Optimization exercise on an open flow, not production practice. RTL: at most simulated, not proved equivalent. Power: default activity.

$ cat design/flow/config.mk
export PLATFORM = sky130hd
export DESIGN_NAME = rs485_frame_asm
export DESIGN_NICKNAME = rs485_frame_asm
export VERILOG_FILES = /design/flow/design.v
export SDC_FILE = /design/flow/constraint.sdc
export NUM_CORES = 8
export LEC_CHECK = 0
export CAP_MARGIN = 20
export CORE_MARGIN = 2
export CORE_UTILIZATION = 30
export PLACE_DENSITY = 0.5
export SLEW_MARGIN = 20
export SYNTH_MEMORY_MAX_BITS = 4096
$ cat design/flow/constraint.sdc
create_clock -name core_clock -period 12.0 [get_ports {clk}]
set_input_delay 2.4000 -clock core_clock [delete_from_list [all_inputs] [get_ports {clk}]]
set_output_delay 2.4000 -clock core_clock [all_outputs]
set_load 0.01 [all_outputs]
$ cat design/flow/design.v
module rs485_frame_asm (
    input  wire         clk,
    input  wire         rst,
    input  wire [255:0] addr_map,
    input  wire         in_valid,
    input  wire [7:0]   in_data,
    output wire         in_ready,
    output wire         out_valid,
    output wire [7:0]   out_data,
    output wire         out_last,
    input  wire         out_ready,
    output wire         idle
);
    localparam integer R  = 288;         
    localparam integer TD = 3;           
    localparam integer NT = R >> TD;
    localparam integer K  = 3;           
    localparam [8:0]   RM = 9'd287;
    function [15:0] crcstep;
        input [15:0] c;
        input [7:0]  b;
        integer i;
        reg [15:0] r;
        begin
            r = c ^ {8'h00, b};
            for (i = 0; i < 8; i = i + 1)
                r = r[0] ? ((r >> 1) ^ 16'hA001) : (r >> 1);
            crcstep = r;
        end
    endfunction
    function [8:0] inc9;
        input [8:0] x;
        inc9 = (x == RM) ? 9'd0 : x + 9'd1;
    endfunction
    function [8:0] subm;
        input [8:0] a;
        input [8:0] b;
        reg [9:0] d;
        begin
            d = {1'b0, a} - {1'b0, b};
            subm = d[9] ? (d[8:0] + 9'd288) : d[8:0];
        end
    endfunction
    reg [8*R-1:0] ring;
    reg [8:0]     T;              
    reg [255:0]   addr_mask;
    reg [7:0]     ib0, ib1;       
    reg [1:0]     icnt;
    reg           in_ready_r;
    reg [8:0]     wp;             
    reg           prev_isaddr;    
    reg [15:0]    pcrc;           
    reg [8:0]     prev_slot;
    reg           pins_v;         
    reg [2:0]     pins_q;         
    reg           pdead;          
    reg [K-1:0]   ev;             
    reg [K-1:0]   enk;            
    reg [8:0]     est  [0:K-1];   
    reg [15:0]    ecrc [0:K-1];
    reg [8:0]     erem [0:K-1];   
    reg [3:0]     ecnt [0:K-1];   
    reg [K-1:0]   ehv;            
    reg [2:0]     ehq  [0:K-1];   
    reg [K*K-1:0] older;          
    reg [8:0]     qs [0:7];       
    reg [8:0]     qe [0:7];       
    reg [3:0]     qh, qm, qt;     
    reg           ef;             
    reg           ov_v;           
    reg [8:0]     ov;
    reg           ovh_v;          
    reg [2:0]     ovh_q;
    reg           ins_v;          
    reg [8:0]     ins_s, ins_e;
    reg [3:0]     ins_c;          
    reg [K-1:0]   ins_nw;         
    reg           resc;           
    reg [8:0]     rs;
    reg           ord_v;          
    reg [8:0]     rd_s, rd_e;
    reg [8:0]     rd_st;          
    reg           out_valid_r, out_last_r;
    reg [7:0]     out_data_r;
    reg           idle_r;
    assign in_ready  = in_ready_r;
    assign out_valid = out_valid_r;
    assign out_data  = out_data_r;
    assign out_last  = out_last_r;
    assign idle      = idle_r;
    integer k, j;
    wire [8:0] Tn = inc9(T);      
    wire       pend   = (qm != qt);
    wire [3:0] npend  = qt - qm;
    wire [3:0] qcount = qt - qh;
    wire       q_full = (qcount == 4'd8);
    wire [3:0] qt_m1  = qt - 4'd1;
    wire [8:0] P0e    = qe[qm[2:0]];
    wire [8:0] tls    = qs[qt_m1[2:0]];
    reg blocked;
    always @(*) begin
        blocked = 1'b0;
        for (k = 0; k < K; k = k + 1)
            if (ev[k] && ecnt[k] == 4'd0) blocked = 1'b1;
    end
    wire emit = pend & ~ef & ~blocked & ~ins_v;
    reg [K-1:0] e_host_em;
    always @(*) begin
        for (k = 0; k < K; k = k + 1)
            e_host_em[k] = emit & ehv[k] & (ehq[k] == qm[2:0]);
    end
    wire trig_cond = ov_v & ~(|ev) & ~pend & ~ins_v & ~resc;
    wire ring_empty = ~ord_v & (qh == qt) & ~(|ev) & ~ov_v & ~ins_v &
                      ~prev_isaddr & ~resc;
    reg  wp_live;
    always @(*) begin
        wp_live = (ord_v & (rd_s == wp)) | (~ord_v & (qh != qt) & (qs[qh[2:0]] == wp)) |
                  (ov_v & (ov == wp)) | (ins_v & (ins_s == wp));
        for (k = 0; k < K; k = k + 1)
            wp_live = wp_live | (ev[k] & (est[k] == wp));
    end
    wire can_write = ring_empty | ((wp == Tn) & ~wp_live);
    wire [7:0] rtap = ring[8*R-1 -: 8];    
    wire live_consume = ~resc & (icnt != 2'd0) & ~ins_v & ~trig_cond & can_write;
    wire resc_consume = resc & (rs == Tn) & (rs != wp) & ~ins_v;
    wire consume = live_consume | resc_consume;
    wire [7:0] cbyte = resc ? rtap : ib0;
    wire [8:0] cslot = resc ? rs : Tn;
    wire       c_isaddr = addr_mask[cbyte];
    reg [K-1:0] e_done, e_pass;
    always @(*) begin
        for (k = 0; k < K; k = k + 1) begin
            e_done[k] = consume & ev[k] & enk[k] & (erem[k] == 9'd1) & ~e_host_em[k];
            e_pass[k] = e_done[k] & (ecrc[k][15:8] == 8'h00) & (ecrc[k][7:0] == cbyte);
        end
    end
    reg [1:0] p1_i, p2_i;
    reg       p1_v, p2_v;
    always @(*) begin
        p1_v = 1'b0; p1_i = 2'd0;
        for (k = 0; k < K; k = k + 1)
            if (e_pass[k] && (!p1_v || older[k*K+p1_i])) begin
                p1_v = 1'b1; p1_i = k[1:0];
            end
        p2_v = 1'b0; p2_i = 2'd0;
        for (k = 0; k < K; k = k + 1)
            if (e_pass[k] && (k[1:0] != p1_i) && (!p2_v || older[k*K+p2_i])) begin
                p2_v = 1'b1; p2_i = k[1:0];
            end
    end
    reg [K-1:0] nw_p1, nw_p2;     
    always @(*) begin
        for (k = 0; k < K; k = k + 1) begin
            nw_p1[k] = older[p1_i*K+k];
            nw_p2[k] = older[p2_i*K+k];
        end
    end
    wire p1_host  = ehv[p1_i];
    wire conflict = (ecnt[p1_i] != npend);         
    wire tr_ovl   = p1_v & p1_host;
    wire tr_two   = p1_v & ~p1_host & p2_v;
    wire ins_fast = p1_v & ~p1_host & ~p2_v & ~conflict & ~q_full;
    wire ins_slow = p1_v & ~p1_host & ~ins_fast;
    wire sp_pop   = ins_v & (npend != ins_c);
    wire sp_trunc = ins_v & ~sp_pop & q_full;
    wire sp_ins   = ins_v & ~sp_pop & ~q_full;
    reg        tr_v;
    reg [8:0]  tr_s;
    reg        tr_hv;
    reg [2:0]  tr_hq;
    reg [K-1:0] tr_kill;
    always @(*) begin
        tr_v = 1'b0; tr_s = 9'd0; tr_hv = 1'b0; tr_hq = 3'd0; tr_kill = {K{1'b0}};
        if (tr_ovl) begin
            tr_v = 1'b1; tr_s = est[p1_i]; tr_hv = 1'b1; tr_hq = ehq[p1_i];
            tr_kill = nw_p1;
        end else if (tr_two) begin
            tr_v = 1'b1; tr_s = est[p2_i]; tr_hv = ehv[p2_i]; tr_hq = ehq[p2_i];
            tr_kill = nw_p2;
        end else if (sp_pop) begin
            tr_v = 1'b1; tr_s = tls;
            for (k = 0; k < K; k = k + 1)
                tr_kill[k] = (ecnt[k] == npend);
        end else if (sp_trunc) begin
            tr_v = 1'b1; tr_s = ins_s;
            tr_kill = ins_nw;
        end
    end
    wire cr_want = consume & prev_isaddr & (cbyte == 8'h03);
    wire       nh_v = ins_fast | pins_v;
    wire [2:0] nh_q = ins_fast ? qt[2:0] : pins_q;
    wire       pins_em = pins_v & emit & (pins_q == qm[2:0]);
    wire       nh_dead = ~ins_fast & (pdead | pins_em);
    reg [1:0] free_i;
    reg       free_v;
    always @(*) begin
        free_v = 1'b0; free_i = 2'd0;
        for (k = K - 1; k >= 0; k = k - 1)
            if (!ev[k]) begin free_v = 1'b1; free_i = k[1:0]; end
    end
    wire cr_ok  = cr_want & ~ov_v & ~tr_v & ~nh_dead;
    wire cr_do  = cr_ok & free_v;
    wire cr_ovf = cr_ok & ~free_v;
    wire [3:0] npend_n = npend + {3'd0, ins_fast | sp_ins} - {3'd0, emit} - {3'd0, sp_pop};
    wire [7:0] tapv [0:NT-1];
    genvar gt;
    generate
        for (gt = 0; gt < NT; gt = gt + 1) begin : g_tap
            assign tapv[gt] = ring[8*(((gt+1)<<TD)-1) +: 8];
        end
    endgenerate
    wire       oal      = (rd_st[TD-1:0] == {TD{1'b1}});
    wire [7:0] obyte    = tapv[rd_st[8:TD]];
    wire       out_free = ~out_valid_r | out_ready;
    wire       rd_take  = ord_v & oal & out_free;
    wire       rd_lastb = (rd_s == rd_e);
    wire       q_emitted = (qh != qm);
    wire [3:0] qh1 = qh + 4'd1;
    wire       rd_next = (qh1 != qm) | emit;
    wire [8:0] rd_st_inc = (rd_st == RM) ? 9'd0 : rd_st + 9'd1;
    wire quiet = (icnt == 2'd0) & ~resc & ~ins_v & ~emit & ~trig_cond &
                 ~q_emitted & ~ord_v & ~out_valid_r;
    always @(posedge clk) begin
        ring <= {ring[8*(R-1)-1:0], live_consume ? ib0 : rtap};
    end
    wire push = in_valid & in_ready_r;
    wire [1:0] icnt_n = icnt + {1'b0, push} - {1'b0, live_consume};
    always @(posedge clk) begin
        if (rst) begin
            addr_mask <= addr_map;
            T <= 9'd0;
            icnt <= 2'd0;
            in_ready_r <= 1'b0;
            wp <= 9'd0;
            prev_isaddr <= 1'b0;
            pins_v <= 1'b0;
            pdead <= 1'b0;
            ev <= {K{1'b0}};
            ehv <= {K{1'b0}};
            qh <= 4'd0; qm <= 4'd0; qt <= 4'd0;
            ef <= 1'b0;
            ov_v <= 1'b0;
            ovh_v <= 1'b0;
            ins_v <= 1'b0;
            resc <= 1'b0;
            ord_v <= 1'b0;
            out_valid_r <= 1'b0;
            idle_r <= 1'b1;
        end else begin
            T <= Tn;
            icnt <= icnt_n;
            in_ready_r <= (icnt_n != 2'd2);
            case (icnt)
                2'd0: if (push) ib0 <= in_data;
                2'd1: begin
                    if (push && live_consume) ib0 <= in_data;
                    else if (push) ib1 <= in_data;
                end
                default: if (live_consume) ib0 <= ib1;
            endcase
            if (live_consume) wp <= inc9(Tn);
            if (consume) begin
                prev_isaddr <= c_isaddr;
                pcrc        <= crcstep(16'hFFFF, cbyte);
                prev_slot   <= cslot;
                pins_v      <= ins_fast;
                pins_q      <= qt[2:0];
                pdead       <= 1'b0;
            end else if (sp_ins) begin
                pins_v      <= 1'b1;
                pins_q      <= qt[2:0];
            end else if (ins_v) begin
                pins_v      <= 1'b0;
            end else if (pins_em) begin
                pins_v      <= 1'b0;
                pdead       <= 1'b1;
            end
            for (k = 0; k < K; k = k + 1) begin
                if (emit) ecnt[k] <= ecnt[k] - 4'd1 + {3'd0, (ins_fast && older[p1_i*K+k])};
                else if (ins_fast) ecnt[k] <= ecnt[k] + {3'd0, older[p1_i*K+k]};
                else if (sp_ins) ecnt[k] <= ecnt[k] + {3'd0, ins_nw[k]};
                if (ins_fast && older[p1_i*K+k]) begin
                    ehv[k] <= 1'b1; ehq[k] <= qt[2:0];
                end else if (sp_ins && ins_nw[k]) begin
                    ehv[k] <= 1'b1; ehq[k] <= qt[2:0];
                end
                if (e_host_em[k] || tr_kill[k]) begin
                    ev[k] <= 1'b0;
                end else if (consume && ev[k]) begin
                    ecrc[k] <= crcstep(ecrc[k], cbyte);
                    if (!enk[k]) begin
                        enk[k]  <= 1'b1;
                        erem[k] <= {1'b0, cbyte} + 9'd2;
                    end else if (erem[k] == 9'd1) begin
                        ev[k] <= 1'b0;
                    end else begin
                        erem[k] <= erem[k] - 9'd1;
                    end
                end
                if (cr_do && free_i == k[1:0]) begin
                    ev[k]   <= 1'b1;
                    enk[k]  <= 1'b0;
                    est[k]  <= prev_slot;
                    ecrc[k] <= crcstep(pcrc, cbyte);
                    ecnt[k] <= npend_n;
                    ehv[k]  <= nh_v;
                    ehq[k]  <= nh_q;
                    for (j = 0; j < K; j = j + 1) begin
                        older[j*K+k] <= (j != k);
                        older[k*K+j] <= 1'b0;
                    end
                end
            end
            if (cr_ovf) begin
                ov_v  <= 1'b1;
                ov    <= prev_slot;
                ovh_v <= nh_v;
                ovh_q <= nh_q;
            end else if (tr_v) begin
                ov_v  <= 1'b1;
                ov    <= tr_s;
                ovh_v <= tr_hv;
                ovh_q <= tr_hq;
            end else if (emit && ov_v && ovh_v && ovh_q == qm[2:0]) begin
                ovh_v <= 1'b0;
                if (inc9(P0e) == wp) ov_v <= 1'b0;
                else ov <= inc9(P0e);
            end else if (trig_cond) begin
                ov_v <= 1'b0;
            end else if ((ins_fast || sp_ins) && ov_v && !ovh_v) begin
                ovh_v <= 1'b1;
                ovh_q <= qt[2:0];
            end
            ef <= live_consume ? 1'b0 : (ef | emit);
            if (consume && ins_fast) begin
                qs[qt[2:0]] <= est[p1_i];
                qe[qt[2:0]] <= cslot;
            end else if (sp_ins) begin
                qs[qt[2:0]] <= ins_s;
                qe[qt[2:0]] <= ins_e;
            end
            if (ins_fast || sp_ins) qt <= qt + 4'd1;
            else if (sp_pop) qt <= qt - 4'd1;
            if (emit) qm <= qm + 4'd1;
            if (ins_slow) begin
                ins_v  <= 1'b1;
                ins_s  <= est[p1_i];
                ins_e  <= cslot;
                ins_c  <= ecnt[p1_i] - {3'd0, emit};
                ins_nw <= nw_p1 & ~(tr_two ? nw_p2 | (1 << p2_i) : {K{1'b0}});
            end else if (sp_trunc || sp_ins) begin
                ins_v <= 1'b0;
            end else if (ins_v) begin
                ins_nw <= ins_nw & ~tr_kill;
            end
            if (trig_cond) begin
                resc <= 1'b1;
                rs   <= ov;
                prev_isaddr <= 1'b0;
                pins_v <= 1'b0;
            end else if (resc) begin
                if (resc_consume) rs <= inc9(rs);
                if (rs == wp) resc <= 1'b0;
            end
            if (!ord_v) begin
                if (q_emitted) begin
                    ord_v <= 1'b1;
                    rd_s  <= qs[qh[2:0]];
                    rd_e  <= qe[qh[2:0]];
                    rd_st <= subm(Tn, qs[qh[2:0]]);
                end
            end else if (rd_take) begin
                rd_s <= inc9(rd_s);
                if (rd_lastb) begin
                    qh <= qh1;
                    if (rd_next) begin
                        rd_s  <= qs[qh1[2:0]];
                        rd_e  <= qe[qh1[2:0]];
                        rd_st <= subm(Tn, qs[qh1[2:0]]);
                    end else begin
                        ord_v <= 1'b0;
                    end
                end
            end else begin
                rd_st <= rd_st_inc;
            end
            if (rd_take) begin
                out_valid_r <= 1'b1;
                out_data_r  <= obyte;
                out_last_r  <= rd_lastb;
            end else if (out_ready) begin
                out_valid_r <= 1'b0;
            end
            idle_r <= quiet & ~push;
        end
    end
endmodule
$ cat design/flow/run.sh
#!/bin/bash
# synth_recipe.tcl (not shown) runs the flow's synth.tcl, then flattens the netlist and writes it again
# the make line also repeats each setting of config.mk as NAME=value (left out here)
make -C /OpenROAD-flow-scripts/flow DESIGN_CONFIG=/design/flow/config.mk WORK_HOME=/design/flow/orfs CLKGATE_MAP_FILE= SYNTH_SCRIPT=/design/flow/synth_recipe.tcl finish
==> results.cfg, run 1 <==
[outcome]
status = timing/DRC/antenna clean

[setup_path]
crit_type = reg2reg
crit_path_end_kind = register
cp_slowest_cell = or4b_1
cpPeakStageDelay_ns = 0.90
path_cells = buf_4 > mux2i_4 > buf_4 > inv_4 > xnor2_1 > ha_1 > nor4b_1 > nand3_1 > or2_1 > a2111oi_4 > o221ai_2 > a41oi_1 > nor3_1 > a221oi_1 > or4b_1 > nand2_1 > ha_1 > ha_1 > inv_1 > fa_1 > xnor2_1 > xnor2_1 > o21ai_0
required_ns = 12.55
path_delay_family = simple AND/OR/NAND/NOR gates
worstSetupStartpointType = register
worstPathArrival_ns = 9.47
cp_num_buf_inv = 4
crit_path_max_fanout = 58

[clocking]
postCtsSetupRepairBufs = 0
cts_buffers = 300
holdBufCountCts = 0
clkTransAtPathRegs_ns = 0.06
clock_path_buffers = 4
h-tree-depth = 5
cts_resized = 0
clockRootBuffer = clkbuf_16
clk-insertion-delay-late_ns = 0.86
clock_sinks = 3013
cts_tree = yes

[floorplan]
core_um2 = 287000
dieWidth_um = 541
start_util_pct = 30.1
io_pins = 280
dieArea_um2 = 293000
rows = 197
die_y_um = 541

[final_layout]
drive_gt1_share_pct = 12.2
regArea_um2 = 66900
final_cell_mix = 2356 x dfxtp_1, 653 x edfxtp_1, 523 x nand2_1
fillerInstances = 27300
areaGrowthSynthToFinish_pct = 20.2
multi_input_area_um2 = 18600
final_common_cell = dfxtp_1
nets = 6749

[sta]
fin_hold_ws_ns = 0.270
clock_skew_ns = 0.0643
finalMaxSlewViolations = 0
slew_headroom_pct = 26.4
period_minus_slack_ns = 8.92
min_period_over_period_pct = 74.4
worst_slew_pin_slew_ns = 1.10
hold_violations = 0
rsz0062_at_grt = false
fmax_mhz = 112
setup_violations = 0
layout_setup_ws_ns = 3.08
fin_tns_setup_ns = 0

[drt]
wl_per_cell_um = 20.5
drc_errors = 0
via_count = 46300
postRouteAntennaNets = 0
dr.first_iter.drc_count = 3272
drtPass1Iterations = 6
drt_wl_total_mm = 213
viasPerCell = 4.45

[power]
powerDensity_nw_per_um2 = 214
p_leak_nw = 38.6
peakVddDrop_mv = 0.129
power.total_mw = 22.2

[global_route]
grt_pass1_wl_mm = 313
antenna_found_initial = 11
gr-total-overflow = 0
grt_usage_pct = 14.3
grt_max_degree = 83
grt_pass1_vias = 46700

[logic_synthesis]
syn_nets = 6284
yosysWarningCount = 6
netlist_area_um2 = 86500
post_synth.cell_area_avg_um2 = 14.6
ys.flop_type = dfxtp_1
yosysUniqueCellTypes = 101
ys_seq_elements = 3013
synth_edf_count = 653
async_flop_share_pct = 0
synthCells = 5926
yosysSeqAreaShare_pct = 77.3

[placed_design]
io_buffer_count = 279
gp_congestion = 0.870
dp_hpwl_mm = 142
pre_cts_slack_ns = 2.81

[flow_run]
maxCapViolCount = 0

[worst_hold_path]
worstHoldPathType = reg2reg
cell usage after synthesis, types with 25 or more instances:
cell type	count	area share, %
and3_1	37	0.27
inv_1	83	0.36
nor4_1	42	0.30
dfxtp_1	2360	55
edfxtp_1	653	23
mux2_2	49	0.64
buf_1	34	0.15
mux4_2	102	2.7
clkbuf_1	148	0.64
a21oi_1	129	0.75
nand4_1	61	0.44
nand2_1	523	2.3
buf_2	25	0.14
o21ai_0	127	0.73
mux2i_1	96	1.1
xnor2_1	190	1.9
xor2_1	126	1.3
ha_1	86	1.2
nor3_1	49	0.28
nor2_1	236	1.0
nand3_1	217	1.3
a311oi_1	43	0.44
a211oi_1	26	0.23
a22oi_1	108	0.94
nor2b_1	35	0.25
where the power goes:
part           total, mW  internal [mW]  switching [mW]  leakage (nW)
clock               9.24           5.44            3.79          4.81
combinational       1.73          0.599            1.13          8.59
sequential          11.3           11.0           0.276          25.2
total               22.2           17.1            5.20          38.6
state kept, by name (all words and copies together), names as in the netlist, 12 cells and up, named ones only:
| register | flops |
|---|---|
| ring | 2304 |
| addr_mask | 256 |
| qe | 72 |
| qs | 72 |
| ecrc | 48 |
| erem | 27 |
| est | 27 |
| ecnt | 12 |
cell type report:
class                      count  area share, %
antenna                        7         0.0168
clock buffer                 424           8.33
clock inverter               109           1.12
inverter                      88          0.320
multi-input combinational   2602           17.9
sequential                  3013           64.3
tap                         3781           4.55
timing repair buffer         386           3.47
per-layer routing:
layer | track usage (%) | vias to the layer above | wire (um)
li1 | - | 21800 | -
met1 | 19.6 | 22800 | 98400
met2 | 22.9 | 1342 | 97100
met3 | 2.65 | 393 | 11400
met4 | 4.47 | 6 | 6340
met5 | 0 | - | 44
final timing paths:
path | startpoint | endpoint | slack (ns) | cells past startpoint
worst max-delay path | resc | ecnt[1][3] | 3.08 | 23
worst max register to register | resc | ecnt[1][3] | 3.08 | 23
worst min register to register | ring[1875] | ring[1883] | 0.27 | 0
worst min-delay path | ring[1875] | ring[1883] | 0.27 | 0
cells by family (layout without fill, tap and decap cells):
logic type	Yosys count	after routing	synth area share [%]
buffers and inverters	311	1007	1.48
adders and majority gates	91	91	1.35
muxes	249	249	4.43
DFF	3013	3013	77.3
other	0	7	0
AOI/OAI and AO/OA	660	660	5.35
and+or+nand+nor	1284	1284	6.86
xor gates and xnor gates	318	318	3.24
worst reg2reg max path: cells and delay by family (launching register included):
| kind | cells | cell delay, ns |
|---|---|---|
| muxes | 1 | 0.27 |
| and+or+nand+nor | 6 | 2.46 |
| xor gates and xnor gates | 3 | 0.73 |
| adders and majority gates | 4 | 0.94 |
| DFF | 1 | 0.80 |
| buffers and inverters | 4 | 1.52 |
| AOI/OAI and AO/OA | 5 | 1.95 |
metrics by stage:
step / util [%] / cell area [um2] / instances
floorplan: - / 86500 / 5926
global placement: 32.7 / 94100 / 9868
detailed placement: 32.7 / 94100 / 9868
CTS: 36.2 / 104000 / 10400
global route: 36.2 / 104000 / 10400
finish: 36.2 / 104000 / 10400
Testbench counts, summed over its fixed seeds: cycles 17,085.
==> inputs of run 2 (changes only) <==
--- a/design/flow/config.mk
+++ b/design/flow/config.mk
@@ -6,4 +6,5 @@
 export NUM_CORES = 8
 export LEC_CHECK = 0
+export ABC_CLOCK_PERIOD_IN_PS = 4000
 export CAP_MARGIN = 20
 export CORE_MARGIN = 2
==> run 2 against run 1 <==
  * Total power unchanged
  * Sequential cell count unchanged
  * Setup slack unchanged
  * Clock power about the same
  * Sequential power about the same
  * Non-clock buffer count unchanged
  * Sequential share of layout area unchanged
  * Final cell count unchanged
  * Still clean on timing, DRC and antenna
  * Critical path depth unchanged
  * Routed wire length unchanged
==> results.cfg, run 2 <==
[clocking]
clock_sinks = 3013
cts_buffers = 300
clkTransAtPathRegs_ns = 0.06
cts_tree = yes
postCtsSetupRepairBufs = 0
clock_path_buffers = 4
clk-insertion-delay-late_ns = 0.86
cts_resized = 0
holdBufCountCts = 0
h-tree-depth = 5
clockRootBuffer = clkbuf_16

[sta]
fin_hold_ws_ns = 0.270
layout_setup_ws_ns = 3.08
period_minus_slack_ns = 8.92
min_period_over_period_pct = 74.4
setup_violations = 0
fin_tns_setup_ns = 0
rsz0062_at_grt = false
slew_headroom_pct = 26.4
clock_skew_ns = 0.0643
hold_violations = 0
finalMaxSlewViolations = 0
worst_slew_pin_slew_ns = 1.10
fmax_mhz = 112

[power]
powerDensity_nw_per_um2 = 214
p_int_mw = 17.1
seq_power_share_pct = 50.7
p_switching_mw = 5.20
power.total_mw = 22.2
power_frac_clock_pct = 41.5
p_leak_nw = 38.6
combinationalPowerShare_pct = 7.8
swShare_pct = 23.4
peakVddDrop_mv = 0.129

[logic_synthesis]
synth_edf_count = 653
yosysSeqAreaShare_pct = 77.3
async_flop_share_pct = 0
netlist_area_um2 = 86500
ys_seq_elements = 3013
yosysUniqueCellTypes = 101
yosys.area.top_type = dfxtp_1
yosys-top-cells-count = 2360 x dfxtp_1, 653 x edfxtp_1, 523 x nand2_1
synthCells = 5926
ys_top_cells_by_area = dfxtp_1 55%, edfxtp_1 23%, mux4_2 2.7%, nand2_1 2.3%, xnor2_1 1.9%
yosysMostFrequentCell = dfxtp_1
synth_top_cell_area_share_pct = 54.6
yosysWarningCount = 6
ys.flop_type = dfxtp_1
syn_nets = 6284
post_synth.cell_area_avg_um2 = 14.6

[floorplan]
start_util_pct = 30.1
io_pins = 280
dieArea_um2 = 293000
dieWidth_um = 541
rows = 197
core_um2 = 287000
die_y_um = 541

[drt]
wl_met1_mm = 98.4
dr.first_iter.drc_count = 3272
drtPass1Iterations = 6
viasPerCell = 4.45
met3WireLength_mm = 11.4
via_count = 46300
drc_errors = 0
postRouteAntennaNets = 0
wl_per_cell_um = 20.5
routed.top_layer = met5
wl_met2_mm = 97.1
drt_wl_total_mm = 213

[worst_hold_path]
worstHoldStart = ring[1875]
holdPathEnd = ring[1883]
whs_path_depth = 0
worstHoldPathType = reg2reg

[final_layout]
drive_gt1_share_pct = 12.2
design_area_um2 = 104000
areaGrowthSynthToFinish_pct = 20.2
final_cell_mix = 2356 x dfxtp_1, 653 x edfxtp_1, 523 x nand2_1
reg_top3 = ring x2304, addr_mask x256
layoutNonFillerInstCount = 10400
fin_util_pct = 36.2
nets = 6749
top_register = ring
largest_reg_flops = 2304
final_common_cell = dfxtp_1

[placed_design]
gp_congestion = 0.870
pre_cts_slack_ns = 2.81
dp.cells = 9868
dp_hpwl_mm = 142
io_buffer_count = 279
place_area_um2 = 94100

[setup_path]
crit_type = reg2reg
startpoint = resc
required_ns = 12.55
crit_path_end_kind = register
reg2reg_depth = 23
r2r_end = ecnt[1][3]
worstSetupStartpointType = register
worstPathArrival_ns = 9.47
crit_path_max_fanout = 58
rrSetupSlack_ns = 3.08
reg2reg_from = resc

[global_route]
grt_max_degree = 83
grt_usage_pct = 14.3
grt_pass1_vias = 46700
grt_pass1_wl_mm = 313
antenna_found_initial = 11
gr-total-overflow = 0

[flow_run]
maxCapViolCount = 0

[outcome]
status = timing/DRC/antenna clean
==> run 2: cell counts in the layout (fill, tap and decap cells not counted) <==
No cell type changed its count.
==> run 2: routing by layer <==
layer,global-route usage [%],vias up
li1,-,21800
met1,19.6,22800
met2,22.9,1342
met3,2.65,393
met4,4.47,6
met5,0,-
==> run 2: how the worst max path moves through the flow <==
stage                 endpoint  slack (ns)  cells past startpoint
floorplan             qe[1][0]        5.06                     22
global placement    ecnt[2][3]        2.95                     23
detailed placement  ecnt[1][3]        2.81                     23
CTS                 ecnt[1][3]        2.79                     23
global route        ecnt[2][3]        2.41                     23
finish              ecnt[1][3]        3.08                     23
==> run 2: worst max-delay path: stages, from the launching register on <==
cell	delay [ns]
dfxtp_1	0.80
buf_4	0.39
mux2i_4	0.27
buf_4	0.55
inv_4	0.43
xnor2_1	0.28
ha_1	0.17
nor4b_1	0.29
nand3_1	0.33
or2_1	0.37
a2111oi_4	0.55
o221ai_2	0.43
a41oi_1	0.46
nor3_1	0.08
a221oi_1	0.39
or4b_1	0.90
nand2_1	0.46
ha_1	0.23
ha_1	0.14
inv_1	0.05
fa_1	0.39
xnor2_1	0.15
xnor2_1	0.26
o21ai_0	0.12
==> run 2: power groups by stage <==
stage	clock network [mW]	logic, mW	registers, mW
floorplan	0	1.06	11.3
global placement	0	1.73	11.5
detailed placement	0	1.73	11.5
CTS	9.49	1.74	11.3
global route	9.87	1.87	11.3
finish	9.24	1.73	11.3
==> run 2: cell type report <==
class	instances	area (um2)
fill	27300	183000
clock buffer	424	8660
timing repair buffer	386	3610
inverter	88	333
multi-input combinational	2602	18600
sequential	3013	66900
tap	3781	4730
clock inverter	109	1160
antenna	7	17.5
==> run 2: kinds of logic after synthesis <==
group           share of synthesized area [%]
flops                                    77.3
simple gates                             6.86
compound gates                           5.35
xor+xnor                                 3.24
buf+inv                                  1.48
mux                                      4.43
fa+ha+maj                                1.35
==> inputs of run 3 (changes only) <==
--- a/design/flow/design.v
+++ b/design/flow/design.v
@@ -12,9 +12,9 @@
     output wire         idle
 );
-    localparam integer R  = 288;         
+    localparam integer R  = 264;         
     localparam integer TD = 3;           
     localparam integer NT = R >> TD;
     localparam integer K  = 3;           
-    localparam [8:0]   RM = 9'd287;
+    localparam [8:0]   RM = 9'd263;
     function [15:0] crcstep;
         input [15:0] c;
@@ -39,5 +39,5 @@
         begin
             d = {1'b0, a} - {1'b0, b};
-            subm = d[9] ? (d[8:0] + 9'd288) : d[8:0];
+            subm = d[9] ? (d[8:0] + 9'd264) : d[8:0];
         end
     endfunction
@@ -64,4 +64,5 @@
     reg [2:0]     ehq  [0:K-1];   
     reg [K*K-1:0] older;          
+    reg [K-1:0]   enn;            
     reg [8:0]     qs [0:7];       
     reg [8:0]     qe [0:7];       
@@ -131,21 +132,25 @@
     always @(*) begin
         for (k = 0; k < K; k = k + 1) begin
-            e_done[k] = consume & ev[k] & enk[k] & (erem[k] == 9'd1) & ~e_host_em[k];
+            e_done[k] = consume & ev[k] & enk[k] & (erem[k] == 9'd1);
             e_pass[k] = e_done[k] & (ecrc[k][15:8] == 8'h00) & (ecrc[k][7:0] == cbyte);
         end
     end
-    reg [1:0] p1_i, p2_i;
-    reg       p1_v, p2_v;
+    reg [K-1:0] p1_oh, p2_oh;
+    reg [1:0]   p1_i, p2_i;
+    reg         p1_v, p2_v;
     always @(*) begin
-        p1_v = 1'b0; p1_i = 2'd0;
-        for (k = 0; k < K; k = k + 1)
-            if (e_pass[k] && (!p1_v || older[k*K+p1_i])) begin
-                p1_v = 1'b1; p1_i = k[1:0];
-            end
-        p2_v = 1'b0; p2_i = 2'd0;
-        for (k = 0; k < K; k = k + 1)
-            if (e_pass[k] && (k[1:0] != p1_i) && (!p2_v || older[k*K+p2_i])) begin
-                p2_v = 1'b1; p2_i = k[1:0];
-            end
+        for (k = 0; k < K; k = k + 1) begin
+            p1_oh[k] = e_pass[k];
+            for (j = 0; j < K; j = j + 1)
+                if (j != k && e_pass[j] && older[j*K+k]) p1_oh[k] = 1'b0;
+        end
+        for (k = 0; k < K; k = k + 1) begin
+            p2_oh[k] = e_pass[k] & ~p1_oh[k];
+            for (j = 0; j < K; j = j + 1)
+                if (j != k && e_pass[j] && !p1_oh[j] && older[j*K+k]) p2_oh[k] = 1'b0;
+        end
+        p1_v = |p1_oh; p2_v = |p2_oh;
+        p1_i = p1_oh[1] ? 2'd1 : p1_oh[2] ? 2'd2 : 2'd0;
+        p2_i = p2_oh[1] ? 2'd1 : p2_oh[2] ? 2'd2 : 2'd0;
     end
     reg [K-1:0] nw_p1, nw_p2;     
@@ -157,5 +162,5 @@
     end
     wire p1_host  = ehv[p1_i];
-    wire conflict = (ecnt[p1_i] != npend);         
+    wire conflict = enn[p1_i];                     
     wire tr_ovl   = p1_v & p1_host;
     wire tr_two   = p1_v & ~p1_host & p2_v;
@@ -280,4 +285,7 @@
                 else if (ins_fast) ecnt[k] <= ecnt[k] + {3'd0, older[p1_i*K+k]};
                 else if (sp_ins) ecnt[k] <= ecnt[k] + {3'd0, ins_nw[k]};
+                if (ins_fast && older[k*K+p1_i]) enn[k] <= 1'b1;
+                else if (sp_ins && !ins_nw[k]) enn[k] <= 1'b1;
+                else if (sp_pop) enn[k] <= (ecnt[k] != npend - 4'd1);
                 if (ins_fast && older[p1_i*K+k]) begin
                     ehv[k] <= 1'b1; ehq[k] <= qt[2:0];
@@ -304,4 +312,5 @@
                     ecrc[k] <= crcstep(pcrc, cbyte);
                     ecnt[k] <= npend_n;
+                    enn[k]  <= 1'b0;
                     ehv[k]  <= nh_v;
                     ehq[k]  <= nh_q;
@@ -318,8 +327,13 @@
                 ovh_q <= nh_q;
             end else if (tr_v) begin
-                ov_v  <= 1'b1;
-                ov    <= tr_s;
                 ovh_v <= tr_hv;
                 ovh_q <= tr_hq;
+                ov_v  <= 1'b1;
+                ov    <= tr_s;
+                if (emit && tr_hv && tr_hq == qm[2:0]) begin
+                    ovh_v <= 1'b0;
+                    if (inc9(P0e) == wp) ov_v <= 1'b0;
+                    else ov <= inc9(P0e);
+                end
             end else if (emit && ov_v && ovh_v && ovh_q == qm[2:0]) begin
                 ovh_v <= 1'b0;
--- a/design/flow/config.mk
+++ b/design/flow/config.mk
@@ -6,5 +6,4 @@
 export NUM_CORES = 8
 export LEC_CHECK = 0
-export ABC_CLOCK_PERIOD_IN_PS = 4000
 export CAP_MARGIN = 20
 export CORE_MARGIN = 2
==> run 3 against run 2 <==
  * Worst hold slack improved by 0.016 ns
  * Final area decreased by 2.7%
  * Sequential cell count decreased by 189
  * Maximum frequency increased by 13%
  * Core utilization increased by 0.083 points
  * Via count increased by 0.32%
  * Sequential power decreased by 6%
  * Routed wire length increased by 2.0%
  * Die area decreased by 2.9%
  * Critical endpoint is now est[2][0]
  * Highest routed layer unchanged
==> results.cfg, run 3 <==
[logic_synthesis]
yosys-top-cells-count = 2168 x dfxtp_1, 656 x edfxtp_1, 539 x nand2_1
synth_top_cell_area_share_pct = 51.7
yosysSeqAreaShare_pct = 75.2
ys_top_cells_by_area = dfxtp_1 52%, edfxtp_1 23%, mux4_2 2.7%, nand2_1 2.4%, xnor2_1 2.4%
syn_nets = 6287
synth_edf_count = 656
yosysUniqueCellTypes = 108
ys_seq_elements = 2824
async_flop_share_pct = 0
ys.flop_type = dfxtp_1
netlist_area_um2 = 83900
yosysWarningCount = 6
yosys.area.top_type = dfxtp_1
post_synth.cell_area_avg_um2 = 14.2
synthCells = 5928
yosysMostFrequentCell = dfxtp_1

[power]
peakVddDrop_mv = 0.107
power.total_mw = 21.4
p_leak_nw = 37.3
powerDensity_nw_per_um2 = 211

[setup_path]
cpPeakStageDelay_ns = 0.92
worstSetupStartpointType = register
required_ns = 12.44
worstPathArrival_ns = 8.35
crit_type = reg2reg
path_cells = mux2i_4 > buf_4 > inv_2 > xnor2_1 > ha_1 > and4b_1 > nand3_1 > o2bb2ai_1 > or2_4 > a31oi_2 > o21ai_1 > nand3_1 > nand3b_1 > or4_1 > nor2_1
crit_path_frequent_cell = nand3_1
crit_path_end_kind = register
cp_slowest_cell = or4_1
crit_path_max_fanout = 31

[final_layout]
largest_reg_flops = 2112
final_common_cell = dfxtp_1
top_register = ring
design_area_um2 = 101000
multi_input_area_um2 = 19700
fillerInstances = 26500
nets = 6743
final_cell_mix = 2164 x dfxtp_1, 656 x edfxtp_1, 539 x nand2_1
regArea_um2 = 63100
areaGrowthSynthToFinish_pct = 20.5
layoutNonFillerInstCount = 10300
reg_top3 = ring x2112, addr_mask x256
drive_gt1_share_pct = 12.1

[worst_hold_path]
worstHoldPathType = reg2reg

[drt]
postRouteAntennaNets = 0
drt_wl_total_mm = 217
drc_errors = 0
via_count = 46500
drtPass1Iterations = 5
wl_per_cell_um = 21.0
dr.first_iter.drc_count = 3439
viasPerCell = 4.50

[global_route]
grt.busiest_layer = met2
grt_usage_pct = 14.9
grt_pass1_vias = 46400
gr-total-overflow = 0
grt_max_degree = 97
antenna_found_initial = 17
grtUsageMet1_pct = 20.0
use_met3_pct = 2.70
grt_pass1_wl_mm = 315
met2_usage_pct = 24.3

[sta]
rsz0062_at_grt = false
period_minus_slack_ns = 7.91
fin_hold_ws_ns = 0.286
fin_tns_setup_ns = 0
clock_skew_ns = 0.0885
fmax_mhz = 126
finalMaxSlewViolations = 0
min_period_over_period_pct = 65.9
setup_violations = 0
slew_headroom_pct = 24.5
worst_slew_pin_slew_ns = 1.13
hold_violations = 0

[placed_design]
gp_congestion = 0.870
dp_hpwl_mm = 147
place_area_um2 = 91600
io_buffer_count = 279
dp.cells = 9818

[floorplan]
dieArea_um2 = 284000
die_y_um = 533
io_pins = 280
core_um2 = 279000
rows = 194
start_util_pct = 30.1
dieWidth_um = 533

[clocking]
clk-insertion-delay-late_ns = 0.87
h-tree-depth = 5
clkTransAtPathRegs_ns = 0.06
clockRootBuffer = clkbuf_16
cts_buffers = 288
clock_sinks = 2824
postCtsSetupRepairBufs = 0
cts_tree = yes
holdBufCountCts = 0
cts_resized = 0
clock_path_buffers = 4

[outcome]
status = timing/DRC/antenna clean

[flow_run]
maxCapViolCount = 0
run 3: cell count changes in the layout (fill, tap and decap cells not counted), sizes merged, moves of 12 or more:
cell,previous run,this run
dfxtp,2360,2168
xnor2,192,228
clkbuf,425,391
a22oi,110,87
inv,108,130
or4,3,21
xor2,126,108
a22o,14,30
nand2,524,539
a221oi,19,32
or2,5,18
nand3,218,206
run 3: final timing paths:
| check | start | endpoint | slack (ns) | cells after the start |
|---|---|---|---|---|
| worst max-delay path | resc | est[2][0] | 4.09 | 15 |
| worst min-delay path | ring[1268] | ring[1276] | 0.29 | 0 |
| worst max register to register | resc | est[2][0] | 4.09 | 15 |
| worst min register to register | ring[1268] | ring[1276] | 0.29 | 0 |
run 3: final cells by class:
class / instances / share of cell area, %
antenna: 12 / 0.0297
sequential: 2824 / 62.4
inverter: 109 / 0.407
tap: 3724 / 4.61
clock inverter: 114 / 1.35
timing repair buffer: 396 / 3.65
clock buffer: 391 / 8.04
multi-input combinational: 2765 / 19.5
run 3: through the flow:
stage	worst slack (ns)	util [%]
after floorplan	4.94	-
after global placement	4.43	32.8
after detailed placement	4.10	32.8
after CTS	4.12	36.3
after global routing	3.70	36.3
final	4.09	36.3
run 3: report_power, final:
group,switching [mW],internal (mW)
combinational,1.19,0.657
clock,3.63,5.26
sequential,0.252,10.4
run 3: kinds of logic (layout without fill, tap and decap cells):
logic type      after synthesis  in the layout  share of synthesized area (%)
other cells                   0             12                              0
flops                      2824           2824                           75.2
simple gates               1388           1388                           7.93
fa+ha+maj                    91             91                           1.39
buf+inv                     339           1010                           1.57
compound gates              696            696                           5.79
xor+xnor                    340            340                           3.61
mux                         250            250                           4.53
run 3: worst max-delay path: cells and delay by family, from the launching register on:
| family | cells | cell delay [ns] |
|---|---|---|
| and+or+nand+nor | 7 | 3.67 |
| AOI/OAI and AO/OA | 3 | 1.26 |
| DFF | 1 | 0.86 |
| buffers and inverters | 2 | 0.80 |
| xor gates and xnor gates | 1 | 0.36 |
| muxes | 1 | 0.33 |
| adders and majority gates | 1 | 0.21 |
run 3: metal layers:
layer	vias to the layer above	share of wire [%]
met5	-	0.012
met4	4	2.8
met3	379	5.0
li1	21800	-
met1	23000	45
met2	1224	47
Testbench counts of run 3, summed over its fixed seeds: cycles 17,061.
==> inputs of run 4 (changes only) <==
--- a/design/flow/config.mk
+++ b/design/flow/config.mk
@@ -8,6 +8,6 @@
 export CAP_MARGIN = 20
 export CORE_MARGIN = 2
-export CORE_UTILIZATION = 30
-export PLACE_DENSITY = 0.5
+export CORE_UTILIZATION = 60
+export PLACE_DENSITY = 0.7
 export SLEW_MARGIN = 20
 export SYNTH_MEMORY_MAX_BITS = 4096
==> run 4 against run 3 <==
  * Still clean on timing, DRC and antenna
  * Final area shrank 3.2%
  * Clock-buffer cell count is 1 lower
  * Clock power shrank 6.4%
  * Setup slack got worse by 0.029 ns
  * Worst hold slack lost 0.021 ns
  * Core utilization up 34 points
  * Via count is 3.0% higher
  * Sequential share of layout area is 2.1 points higher
  * Die area shrank 50%
  * Register-to-register slack worse by 0.03 ns
  * Critical path type unchanged
  * Critical endpoint is now est[1][5]
  * Largest cell class unchanged
==> results.cfg, run 4 <==
[clocking]
clockRootBuffer = clkbuf_16
h-tree-depth = 5
clkTransAtPathRegs_ns = 0.06
clock_path_buffers = 4
cts_buffers = 276
clk-insertion-delay-late_ns = 0.89
cts_resized = 0
cts_tree = yes
holdBufCountCts = 0
clock_sinks = 2824
postCtsSetupRepairBufs = 0

[final_layout]
final_cell_mix = 2163 x dfxtp_1, 656 x edfxtp_1, 539 x nand2_1
drive_gt1_share_pct = 11.5
top_register = ring
layoutNonFillerInstCount = 8432
final_common_cell = dfxtp_1
largest_reg_flops = 2112
reg_top3 = ring x2112, addr_mask x256
design_area_um2 = 97900
areaGrowthSynthToFinish_pct = 16.7
nets = 6718

[global_route]
antenna_found_initial = 21
grt_pass1_wl_mm = 311
gr-total-overflow = 0
grt_max_degree = 85
grt_usage_pct = 29.7
grt_pass1_vias = 48000

[setup_path]
worstPathArrival_ns = 8.41
required_ns = 12.48
crit_type = reg2reg
cpPeakStageDelay_ns = 0.93
r2r_end = est[1][5]
cp_slowest_cell = or4_1
crit_path_max_fanout = 54
crit_path_end_kind = register
reg2reg_depth = 16
worstSetupStartpointType = register
reg2reg_from = resc
rrSetupSlack_ns = 4.07
path_cells = buf_4 > mux2i_4 > buf_4 > inv_2 > xnor2_1 > ha_1 > nand3b_1 > nor4_1 > o2bb2ai_1 > or2_4 > a31oi_2 > o21ai_1 > nand3_1 > nand3b_1 > or4_1 > nor2_1

[logic_synthesis]
ys.flop_type = dfxtp_1
async_flop_share_pct = 0
synth_top_cell_area_share_pct = 51.7
ys_top_cells_by_area = dfxtp_1 52%, edfxtp_1 23%, mux4_2 2.7%, nand2_1 2.4%, xnor2_1 2.4%
yosys-top-cells-count = 2168 x dfxtp_1, 656 x edfxtp_1, 539 x nand2_1
netlist_area_um2 = 83900
yosysWarningCount = 6
ys_seq_elements = 2824
yosysMostFrequentCell = dfxtp_1
yosys.area.top_type = dfxtp_1
yosysUniqueCellTypes = 108
yosysSeqAreaShare_pct = 75.2
synth_edf_count = 656
syn_nets = 6287
synthCells = 5928
post_synth.cell_area_avg_um2 = 14.2

[power]
powerDensity_nw_per_um2 = 212
power.total_mw = 20.8
p_leak_nw = 36.8
peakVddDrop_mv = 0.163

[flow_run]
maxCapViolCount = 0

[floorplan]
rows = 137
dieArea_um2 = 143000
io_pins = 280
die_y_um = 378
start_util_pct = 60.3
core_um2 = 139000
dieWidth_um = 378

[placed_design]
dp_hpwl_mm = 138
place_area_um2 = 89200
gp_congestion = 0.945
io_buffer_count = 279
dp.cells = 7955

[sta]
fmax_mhz = 126
clock_skew_ns = 0.0877
period_minus_slack_ns = 7.93
fin_tns_setup_ns = 0
min_period_over_period_pct = 66.1
setup_violations = 0
finalMaxSlewViolations = 0
worst_slew_pin_slew_ns = 1.28
hold_violations = 0
rsz0062_at_grt = false
slew_headroom_pct = 14.8

[drt]
postRouteAntennaNets = 0
drt_wl_total_mm = 213
drc_errors = 0
drtPass1Iterations = 6
viasPerCell = 5.67
dr.first_iter.drc_count = 4516
via_count = 47800
wl_per_cell_um = 25.2

[worst_hold_path]
whs_path_depth = 0
worstHoldPathType = reg2reg
worstHoldStart = ring[1506]
holdPathEnd = ring[1514]

[outcome]
status = timing/DRC/antenna clean
-- run 4: cell counts after synthesis --
Identical to the previous run, type by type.
-- run 4: where the power goes --
group / total, mW / switching (mW) / internal [mW]
combinational: 1.78 / 1.12 / 0.654
clock: 8.32 / 3.46 / 4.86
sequential: 10.7 / 0.309 / 10.4
-- run 4: how the worst max path moves through the flow --
stage / startpoint / to / slack, ns / cells after the start
after global placement: resc / est[1][0] / 4.39 / 16
after global routing: resc / est[1][5] / 3.62 / 16
after detailed placement: resc / est[1][1] / 4.20 / 16
final: resc / est[1][5] / 4.07 / 16
after CTS: resc / est[1][5] / 4.20 / 16
after floorplan: resc / ecrc[1][0] / 4.94 / 23
-- run 4: cell families after synthesis --
| group | synth area share [%] |
|---|---|
| buf+inv | 1.57 |
| xor+xnor | 3.61 |
| mux | 4.53 |
| simple gates | 7.93 |
| fa+ha+maj | 1.39 |
| compound gates | 5.79 |
| flops | 75.2 |
-- run 4: per-stage QoR --
step | hold WS (ns) | util (%) | setup slack, ns
finish | 0.265 | 70.3 | 4.07
global route | 0.267 | 70.3 | 3.62
CTS | 0.264 | 70.3 | 4.20
detailed placement | 0.312 | 64.1 | 4.20
global placement | 0.310 | 64.1 | 4.39
floorplan | 0.310 | - | 4.94
-- run 4: area by class of cell --
cell class                 instances  area [um2]
antenna                           20        50.0
sequential                      2824       63100
inverter                         109         412
multi-input combinational       2765       19700
timing repair buffer             383        3580
tap                             1876        2350
clock buffer                     390        8070
clock inverter                    65         599
fill                            9143       41300
-- run 4: critical path, delay by kind of cell (launching register included) --
kind                       cells  cell delay, ns
DFF                            1            0.31
AOI/OAI and AO/OA              3            1.04
buffers and inverters          3            1.43
muxes                          1            0.29
xor gates and xnor gates       1            0.36
adders and majority gates      1            0.25
and+or+nand+nor                7            3.79
-- run 4: per-layer routing --
layer / wire length (um) / global-route usage, % / share of wire [%] / up-vias
met1: 89400 / 40.3 / 42 / 23700
met4: 8110 / 11.7 / 3.8 / 0
met3: 14800 / 4.91 / 7.0 / 473
met2: 101000 / 47.9 / 47 / 1972
met5: 0 / 0 / 0 / -
li1: - / - / - / 21700
==> inputs of run 5 (changes only) <==
--- a/design/flow/design.v
+++ b/design/flow/design.v
@@ -132,5 +132,5 @@
     always @(*) begin
         for (k = 0; k < K; k = k + 1) begin
-            e_done[k] = consume & ev[k] & enk[k] & (erem[k] == 9'd1);
+            e_done[k] = ev[k] & enk[k] & (erem[k] == 9'd1);
             e_pass[k] = e_done[k] & (ecrc[k][15:8] == 8'h00) & (ecrc[k][7:0] == cbyte);
         end
@@ -163,8 +163,9 @@
     wire p1_host  = ehv[p1_i];
     wire conflict = enn[p1_i];                     
-    wire tr_ovl   = p1_v & p1_host;
-    wire tr_two   = p1_v & ~p1_host & p2_v;
-    wire ins_fast = p1_v & ~p1_host & ~p2_v & ~conflict & ~q_full;
-    wire ins_slow = p1_v & ~p1_host & ~ins_fast;
+    wire tr_ovl   = consume & p1_v & p1_host;
+    wire tr_two   = consume & p1_v & ~p1_host & p2_v;
+    wire ins_fr   = p1_v & ~p1_host & ~p2_v & ~conflict & ~q_full;
+    wire ins_fast = consume & ins_fr;
+    wire ins_slow = consume & p1_v & ~p1_host & ~ins_fr;
     wire sp_pop   = ins_v & (npend != ins_c);
     wire sp_trunc = ins_v & ~sp_pop & q_full;
@@ -293,17 +294,15 @@
                     ehv[k] <= 1'b1; ehq[k] <= qt[2:0];
                 end
-                if (e_host_em[k] || tr_kill[k]) begin
-                    ev[k] <= 1'b0;
-                end else if (consume && ev[k]) begin
+                if (consume && ev[k]) begin
                     ecrc[k] <= crcstep(ecrc[k], cbyte);
                     if (!enk[k]) begin
                         enk[k]  <= 1'b1;
                         erem[k] <= {1'b0, cbyte} + 9'd2;
-                    end else if (erem[k] == 9'd1) begin
-                        ev[k] <= 1'b0;
                     end else begin
                         erem[k] <= erem[k] - 9'd1;
                     end
                 end
+                if (e_host_em[k] || tr_kill[k] || (consume && e_done[k]))
+                    ev[k] <= 1'b0;
                 if (cr_do && free_i == k[1:0]) begin
                     ev[k]   <= 1'b1;
@@ -347,5 +346,5 @@
             end
             ef <= live_consume ? 1'b0 : (ef | emit);
-            if (consume && ins_fast) begin
+            if (consume && p1_v && !q_full) begin
                 qs[qt[2:0]] <= est[p1_i];
                 qe[qt[2:0]] <= cslot;
@@ -357,15 +356,17 @@
             else if (sp_pop) qt <= qt - 4'd1;
             if (emit) qm <= qm + 4'd1;
-            if (ins_slow) begin
-                ins_v  <= 1'b1;
+            if (consume && p1_v) begin
                 ins_s  <= est[p1_i];
                 ins_e  <= cslot;
                 ins_c  <= ecnt[p1_i] - {3'd0, emit};
-                ins_nw <= nw_p1 & ~(tr_two ? nw_p2 | (1 << p2_i) : {K{1'b0}});
-            end else if (sp_trunc || sp_ins) begin
-                ins_v <= 1'b0;
+                ins_nw <= nw_p1 & ~(p2_v ? nw_p2 | (1 << p2_i) : {K{1'b0}});
             end else if (ins_v) begin
                 ins_nw <= ins_nw & ~tr_kill;
             end
+            if (ins_slow) begin
+                ins_v  <= 1'b1;
+            end else if (sp_trunc || sp_ins) begin
+                ins_v <= 1'b0;
+            end
             if (trig_cond) begin
                 resc <= 1'b1;
--- a/design/flow/config.mk
+++ b/design/flow/config.mk
@@ -10,4 +10,5 @@
 export CORE_UTILIZATION = 60
 export PLACE_DENSITY = 0.7
+export SETUP_SLACK_MARGIN = 5
 export SLEW_MARGIN = 20
 export SYNTH_MEMORY_MAX_BITS = 4096
==> run 5 against run 4 <==
  * Worst hold slack better by 0.0088 ns
  * Maximum frequency rose by 21%
  * Synthesized cell count fell by 2.4%
  * Final cell count is 2.7% lower
  * First-iteration DRC count up 3.0%
  * Clock skew increased by 0.014 ns
  * Sequential cell count unchanged
  * Non-clock buffer count is 19 lower
  * Critical path type unchanged
  * Critical endpoint is now ecnt[1][3]
  * Largest cell class unchanged
==> results.cfg, run 5 <==
[final_layout]
multi_input_area_um2 = 19100
design_area_um2 = 97100
top_register = ring
reg_top3 = ring x2112, addr_mask x256
areaGrowthSynthToFinish_pct = 16.7
fillerInstances = 8839
regArea_um2 = 63100
largest_reg_flops = 2112
drive_gt1_share_pct = 11.9
final_common_cell = dfxtp_1
nets = 6566
final_cell_mix = 2164 x dfxtp_1, 656 x edfxtp_1, 498 x nand2_1

[floorplan]
die_y_um = 376
dieArea_um2 = 142000
dieWidth_um = 376
io_pins = 280
rows = 136
start_util_pct = 60.5
core_um2 = 138000

[outcome]
status = timing/DRC/antenna clean

[setup_path]
crit_path_end_kind = register
reg2reg_from = resc
reg2reg_depth = 21
worstSetupStartpointType = register
rrSetupSlack_ns = 5.42
crit_type = reg2reg
cp-endpoint = ecnt[1][3]
required_ns = 12.55
crit_path_max_fanout = 70
r2r_end = ecnt[1][3]
startpoint = resc
worstPathArrival_ns = 7.13

[logic_synthesis]
post_synth.cell_area_avg_um2 = 14.4
ys_top_cells_by_area = dfxtp_1 52%, edfxtp_1 24%, mux4_2 2.7%, xnor2_1 2.4%, nand2_1 2.2%
yosys-top-cells-count = 2168 x dfxtp_1, 656 x edfxtp_1, 498 x nand2_1
synth_top_cell_area_share_pct = 52.1
yosysSeqAreaShare_pct = 75.8
netlist_area_um2 = 83200
async_flop_share_pct = 0
yosysMostFrequentCell = dfxtp_1
yosys.area.top_type = dfxtp_1
ys.flop_type = dfxtp_1
synthCells = 5788
synth_edf_count = 656
syn_nets = 6147
ys_seq_elements = 2824
yosysUniqueCellTypes = 102
yosysWarningCount = 6

[sta]
period_minus_slack_ns = 6.58
clock_skew_ns = 0.102
rsz0062_at_grt = false
finalMaxSlewViolations = 0
fin_tns_setup_ns = 0
setup_violations = 0
worst_slew_pin_slew_ns = 1.19
fmax_mhz = 152
hold_violations = 0
slew_headroom_pct = 20.6
min_period_over_period_pct = 54.8

[placed_design]
gp_congestion = 0.987
io_buffer_count = 279
place_area_um2 = 88200
dp_hpwl_mm = 130

[power]
p_leak_nw = 36.5
peakVddDrop_mv = 0.158
powerDensity_nw_per_um2 = 213

[clocking]
cts_buffers = 275
h-tree-depth = 5
clock_sinks = 2824
clock_path_buffers = 4
clockRootBuffer = clkbuf_16
clk-insertion-delay-late_ns = 0.89
cts_tree = yes
clkTransAtPathRegs_ns = 0.06

[flow_run]
maxCapViolCount = 0

[global_route]
antenna_found_initial = 20
grt_pass1_wl_mm = 302
grt_usage_pct = 28.8
grt_max_degree = 85
gr-total-overflow = 0
grt_pass1_vias = 47300

[drt]
wl_per_cell_um = 25.0
postRouteAntennaNets = 0
drtPass1Iterations = 5
drc_errors = 0
via_count = 46600
dr.first_iter.drc_count = 4652
drt_wl_total_mm = 205
viasPerCell = 5.68

[worst_hold_path]
worstHoldPathType = reg2reg
[run 5: area by class of cell]
cell class | instances | area share [%]
diodes | 13 | 0.0335
flip-flops and latches | 2824 | 65.0
clock inverters | 96 | 0.997
clock buffers | 369 | 8.04
well taps | 1794 | 2.31
inverters | 101 | 0.393
multi-input cells | 2641 | 19.7
repair buffers | 364 | 3.57
[run 5: per-layer routing]
metal,routed length [um],share of wire (%),vias to the layer above,GRT usage (%)
met3,14200,6.9,452,5.44
met1,86000,42,23000,38.7
met5,27,0.013,-,0
met4,7160,3.5,4,10.8
li1,-,-,21300,-
met2,97700,48,1863,46.7
[run 5: power breakdown]
group          internal (mW)  switching [mW]
sequential              10.4           0.345
clock                   4.93            3.48
combinational          0.549           0.921
total                   15.9            4.75
[run 5: timing repair]
item	4_1_cts	5_1_grt
endpoints found under the setup margin	66	39
gates resized for setup	8	6
pin swaps	0	1
hold buffers	0	0
buffers inserted	0	2
gates cloned	0	1
[run 5: worst min path at each step]
stage | from | endpoint | slack, ns | depth (start not counted)
3_3_place_gp | ring[1252] | ring[1260] | 0.31 | 0
4_1_cts | ring[494] | ring[502] | 0.27 | 0
3_5_place_dp | ring[1566] | ring[1574] | 0.31 | 0
6_report | ring[494] | ring[502] | 0.27 | 0
2_1_floorplan | ring[992] | ring[1000] | 0.31 | 0
5_1_grt | ring[478] | ring[486] | 0.28 | 0
[run 5: logic make-up after synthesis]
logic type	after synthesis	share of synthesized area [%]
buffers and inverters	324	1.52
flip-flops	2824	75.8
XOR/XNOR	335	3.54
AND/OR/NAND/NOR	1297	7.48
adder cells (fa/ha/maj)	91	1.40
AO/OA/AOI/OAI	679	5.78
multiplexers	238	4.46
[run 5: worst max-delay path, stage by stage, from the launching register on]
cell and delay, ns:
dfxtp_4 0.60, mux2i_4 0.31, buf_8 0.42, inv_2 0.11, xnor2_1 0.28, ha_1 0.20, and4_1 0.46, and4_1 0.32
a2111oi_0 0.16, o221ai_2 0.46, nand2_1 0.19, a21oi_2 0.34, nand2_1 0.25, a2111oi_4 0.49, nand2b_1 0.19, ha_1 0.17
ha_1 0.14, inv_1 0.05, fa_1 0.40, xor2_1 0.18, xnor2_1 0.35, o21ai_0 0.17
[run 5: stage by stage]
stage | utilization [%] | hold WS [ns] | setup slack, ns | cells | power, mW
2_1_floorplan | - | 0.310 | 5.64 | 5788 | 11.7
3_3_place_gp | 64.1 | 0.310 | 4.41 | 7720 | 12.4
3_5_place_dp | 64.1 | 0.312 | 4.27 | 7721 | 12.4
4_1_cts | 70.5 | 0.266 | 4.98 | 8186 | 20.8
5_1_grt | 70.5 | 0.276 | 5.03 | 8202 | 21.3
6_report | 70.5 | 0.274 | 5.42 | 8202 | 20.7
Testbench counts of run 5, summed over its fixed seeds: cycles 17,061.
==> inputs of run 6 (changes only) <==
--- a/design/flow/design.v
+++ b/design/flow/design.v
@@ -114,12 +114,19 @@
     wire ring_empty = ~ord_v & (qh == qt) & ~(|ev) & ~ov_v & ~ins_v &
                       ~prev_isaddr & ~resc;
-    reg  wp_live;
+    wire [8:0] wp1 = inc9(wp);
+    reg  m_wp0, m_wp1;
     always @(*) begin
-        wp_live = (ord_v & (rd_s == wp)) | (~ord_v & (qh != qt) & (qs[qh[2:0]] == wp)) |
-                  (ov_v & (ov == wp)) | (ins_v & (ins_s == wp));
-        for (k = 0; k < K; k = k + 1)
-            wp_live = wp_live | (ev[k] & (est[k] == wp));
+        m_wp0 = (ord_v & (rd_s == wp)) | (~ord_v & (qh != qt) & (qs[qh[2:0]] == wp)) |
+                (ov_v & (ov == wp)) | (ins_v & (ins_s == wp));
+        m_wp1 = (ord_v & (rd_s == wp1)) | (~ord_v & (qh != qt) & (qs[qh[2:0]] == wp1)) |
+                (ov_v & (ov == wp1)) | (ins_v & (ins_s == wp1));
+        for (k = 0; k < K; k = k + 1) begin
+            m_wp0 = m_wp0 | (ev[k] & (est[k] == wp));
+            m_wp1 = m_wp1 | (ev[k] & (est[k] == wp1));
+        end
     end
-    wire can_write = ring_empty | ((wp == Tn) & ~wp_live);
+    reg  wl0, wl1, cons_last, sync_r;
+    wire wp_live   = cons_last ? wl1 : wl0;
+    wire can_write = ring_empty | (sync_r & ~wp_live);
     wire [7:0] rtap = ring[8*R-1 -: 8];    
     wire live_consume = ~resc & (icnt != 2'd0) & ~ins_v & ~trig_cond & can_write;
@@ -197,5 +204,5 @@
     wire [2:0] nh_q = ins_fast ? qt[2:0] : pins_q;
     wire       pins_em = pins_v & emit & (pins_q == qm[2:0]);
-    wire       nh_dead = ~ins_fast & (pdead | pins_em);
+    wire       nh_dead = pdead | pins_em;
     reg [1:0] free_i;
     reg       free_v;
@@ -205,7 +212,15 @@
             if (!ev[k]) begin free_v = 1'b1; free_i = k[1:0]; end
     end
-    wire cr_ok  = cr_want & ~ov_v & ~tr_v & ~nh_dead;
+    wire cr_ok  = cr_want & ~ov_v & ~nh_dead;
     wire cr_do  = cr_ok & free_v;
-    wire cr_ovf = cr_ok & ~free_v;
+    wire cr_ovf = cr_ok & ~free_v & ~tr_v;
+    reg [3:0] ecnt_p1 [0:K-1];
+    reg [3:0] ecnt_m1 [0:K-1];
+    always @(*) begin
+        for (k = 0; k < K; k = k + 1) begin
+            ecnt_p1[k] = ecnt[k] + 4'd1;
+            ecnt_m1[k] = ecnt[k] - 4'd1;
+        end
+    end
     wire [3:0] npend_n = npend + {3'd0, ins_fast | sp_ins} - {3'd0, emit} - {3'd0, sp_pop};
     wire [7:0] tapv [0:NT-1];
@@ -223,5 +238,6 @@
     wire       q_emitted = (qh != qm);
     wire [3:0] qh1 = qh + 4'd1;
-    wire       rd_next = (qh1 != qm) | emit;
+    wire       rd_next = (qh1 != qm);    
+    reg  [8:0] pf_st;                    
     wire [8:0] rd_st_inc = (rd_st == RM) ? 9'd0 : rd_st + 9'd1;
     wire quiet = (icnt == 2'd0) & ~resc & ~ins_v & ~emit & ~trig_cond &
@@ -236,4 +252,8 @@
             addr_mask <= addr_map;
             T <= 9'd0;
+            sync_r <= 1'b0;
+            cons_last <= 1'b0;
+            wl0 <= 1'b0;
+            wl1 <= 1'b0;
             icnt <= 2'd0;
             in_ready_r <= 1'b0;
@@ -255,4 +275,9 @@
         end else begin
             T <= Tn;
+            wl0 <= m_wp0;
+            wl1 <= m_wp1;
+            cons_last <= live_consume;
+            sync_r <= live_consume | (wp == inc9(Tn));
+            pf_st <= subm(inc9(Tn), qs[qh1[2:0]]);
             icnt <= icnt_n;
             in_ready_r <= (icnt_n != 2'd2);
@@ -283,7 +308,8 @@
             end
             for (k = 0; k < K; k = k + 1) begin
-                if (emit) ecnt[k] <= ecnt[k] - 4'd1 + {3'd0, (ins_fast && older[p1_i*K+k])};
-                else if (ins_fast) ecnt[k] <= ecnt[k] + {3'd0, older[p1_i*K+k]};
-                else if (sp_ins) ecnt[k] <= ecnt[k] + {3'd0, ins_nw[k]};
+                if ((ins_fast && older[p1_i*K+k] && !emit) || (sp_ins && ins_nw[k]))
+                    ecnt[k] <= ecnt_p1[k];
+                else if (emit && !(ins_fast && older[p1_i*K+k]))
+                    ecnt[k] <= ecnt_m1[k];
                 if (ins_fast && older[k*K+p1_i]) enn[k] <= 1'b1;
                 else if (sp_ins && !ins_nw[k]) enn[k] <= 1'b1;
@@ -306,5 +332,5 @@
                     ev[k] <= 1'b0;
                 if (cr_do && free_i == k[1:0]) begin
-                    ev[k]   <= 1'b1;
+                    ev[k]   <= ~tr_v;
                     enk[k]  <= 1'b0;
                     est[k]  <= prev_slot;
@@ -360,5 +386,6 @@
                 ins_e  <= cslot;
                 ins_c  <= ecnt[p1_i] - {3'd0, emit};
-                ins_nw <= nw_p1 & ~(p2_v ? nw_p2 | (1 << p2_i) : {K{1'b0}});
+                ins_nw <= (nw_p1 | (cr_do ? (1 << free_i) : {K{1'b0}})) &
+                          ~(p2_v ? nw_p2 | (1 << p2_i) : {K{1'b0}});
             end else if (ins_v) begin
                 ins_nw <= ins_nw & ~tr_kill;
@@ -392,5 +419,5 @@
                         rd_s  <= qs[qh1[2:0]];
                         rd_e  <= qe[qh1[2:0]];
-                        rd_st <= subm(Tn, qs[qh1[2:0]]);
+                        rd_st <= pf_st;
                     end else begin
                         ord_v <= 1'b0;
==> run 6 against run 5 <==
  * Non-clock buffer count grew 7
  * Sequential share of layout area shrank 0.21 points
  * Clock power is essentially flat
  * Global-route usage rose by 0.20 points
  * Synthesized area grew 0.67%
  * Sequential cell count grew 13
  * Core utilization shrank 0.077 points
  * Synthesized cell count is 1.1% higher
  * Combinational power up 7%
  * Final area grew 0.87%
  * Critical path type unchanged
==> results.cfg, run 6 <==
[drt]
via_count = 46900
routed.top_layer = met5
drt_wl_total_mm = 207
dr.first_iter.drc_count = 4280
drtPass1Iterations = 6
wl_met2_mm = 99.7
wl_met1_mm = 83.8
wl_per_cell_um = 24.7
met3WireLength_mm = 14.9

[logic_synthesis]
synthCells = 5851
ys.flop_type = dfxtp_1
ys_top_cells_by_area = dfxtp_1 52%, edfxtp_1 24%, mux4_2 2.9%, xnor2_1 2.5%, nand2_1 2.4%
synth_edf_count = 665
yosysUniqueCellTypes = 94
syn_nets = 6204
yosysWarningCount = 8
ys_seq_elements = 2837
synth_top_cell_area_share_pct = 51.9
post_synth.cell_area_avg_um2 = 14.3
yosysMostFrequentCell = dfxtp_1
yosys.area.top_type = dfxtp_1

[global_route]
grt_usage_pct = 29.0
grt_pass1_wl_mm = 304
gr-total-overflow = 0

[worst_hold_path]
worstHoldPathType = reg2reg

[power]
powerDensity_nw_per_um2 = 211
power.total_mw = 20.7
peakVddDrop_mv = 0.143
p_leak_nw = 37.0

[clocking]
cts_buffers = 280
clock_path_buffers = 4
clockRootBuffer = clkbuf_16
clk-insertion-delay-late_ns = 0.89
clock_sinks = 2837

[setup_path]
crit_type = reg2reg
cpPeakStageDelay_ns = 0.42
path_delay_family = simple AND/OR/NAND/NOR gates
crit_path_max_fanout = 65
path_cells = buf_8 > mux2i_4 > buf_16 > inv_4 > buf_6 > xnor2_1 > ha_1 > and4_2 > nand4_1 > nor2_4 > or2_1 > buf_6 > o21ai_0 > nor4b_2 > and3_4 > or2_4 > ha_1 > ha_1 > inv_1 > fa_1 > xnor2_1 > xnor2_1 > nor2b_1 > or3_1
crit_path_end_kind = register
worstSetupStartpointType = register
cp_num_buf_inv = 6
cp_slowest_cell = dfxtp_2
worstPathArrival_ns = 7.18

[sta]
fmax_mhz = 152
finalMaxSlewViolations = 0
fin_hold_ws_ns = 0.254
rsz0062_at_grt = false
fin_tns_setup_ns = 0
worst_slew_pin_slew_ns = 1.21
setup_violations = 0
hold_violations = 0

[placed_design]
gp_congestion = 0.922
place_area_um2 = 88900
pre_cts_slack_ns = 3.69
io_buffer_count = 279

[final_layout]
layoutNonFillerInstCount = 8374
final_common_cell = dfxtp_1
areaGrowthSynthToFinish_pct = 16.9
design_area_um2 = 98000
final_cell_mix = 2167 x dfxtp_1, 665 x edfxtp_1, 528 x nand2_1
top_register = ring
fin_util_pct = 70.5

[flow_run]
maxCapViolCount = 0

[floorplan]
rows = 137
dieWidth_um = 378
core_um2 = 139000
io_pins = 280
start_util_pct = 60.3
die_y_um = 378

[outcome]
status = timing/DRC/antenna clean
-- run 6: per-layer routing --
layer	global-route usage, %	vias up
met3	5.34	462
met2	47.6	1913
met5	0	-
met4	11.9	2
met1	38.1	23100
li1	-	21400
-- run 6: kinds of logic after synthesis --
logic type      share of synthesized area [%]
compound gates                           4.97
xor+xnor                                 4.38
fa+ha+maj                                1.31
buf+inv                                  1.49
flops                                    75.7
mux                                      4.59
simple gates                             7.54
-- run 6: power by group --
group,switching [mW],leakage (nW),internal [mW],total [mW]
logic,0.987,8.92,0.579,1.57
registers,0.281,23.8,10.4,10.7
clock network,3.52,4.32,4.89,8.41
total,4.78,37.0,15.9,20.7
-- run 6: final timing paths --
kind	startpoint	end	slack, ns	depth (start not counted)
hold reg to reg	ring[774]	ring[782]	0.25	0
setup / recovery	resc	ecnt[0][3]	5.41	24
setup reg to reg	resc	ecnt[0][3]	5.41	24
hold / removal	ring[774]	ring[782]	0.25	0
-- run 6: area by class of cell --
cell class | instances | area (um2)
inverters | 102 | 389
diodes | 23 | 57.6
repair inverters | 1 | 5.00
well taps | 1876 | 2350
repair buffers | 371 | 3580
flip-flops and latches | 2837 | 63500
fillers | 8947 | 41100
clock inverters | 83 | 758
multi-input cells | 2690 | 19400
clock buffers | 391 | 8010
-- run 6: worst reg2reg max path: stages (launching register included) --
cell and delay [ns]:
dfxtp_2 0.42, buf_8 0.24, mux2i_4 0.33, buf_16 0.29, inv_4 0.16, buf_6 0.26
xnor2_1 0.33, ha_1 0.17, and4_2 0.35, nand4_1 0.27, nor2_4 0.25, or2_1 0.15
buf_6 0.25, o21ai_0 0.19, nor4b_2 0.36, and3_4 0.36, or2_4 0.25, ha_1 0.18
ha_1 0.14, inv_1 0.06, fa_1 0.40, xnor2_1 0.15, xnor2_1 0.20, nor2b_1 0.18
or3_1 0.39
-- run 6: timing repair --
item	4_1_cts	5_1_grt
hold buffers	0	0
endpoints found under the setup margin	39	4
cloned	2	0
resized for setup	9	14
pin swaps	0	1
setup buffers	3	2
Testbench counts of run 6, summed over its fixed seeds: cycles 17,061.
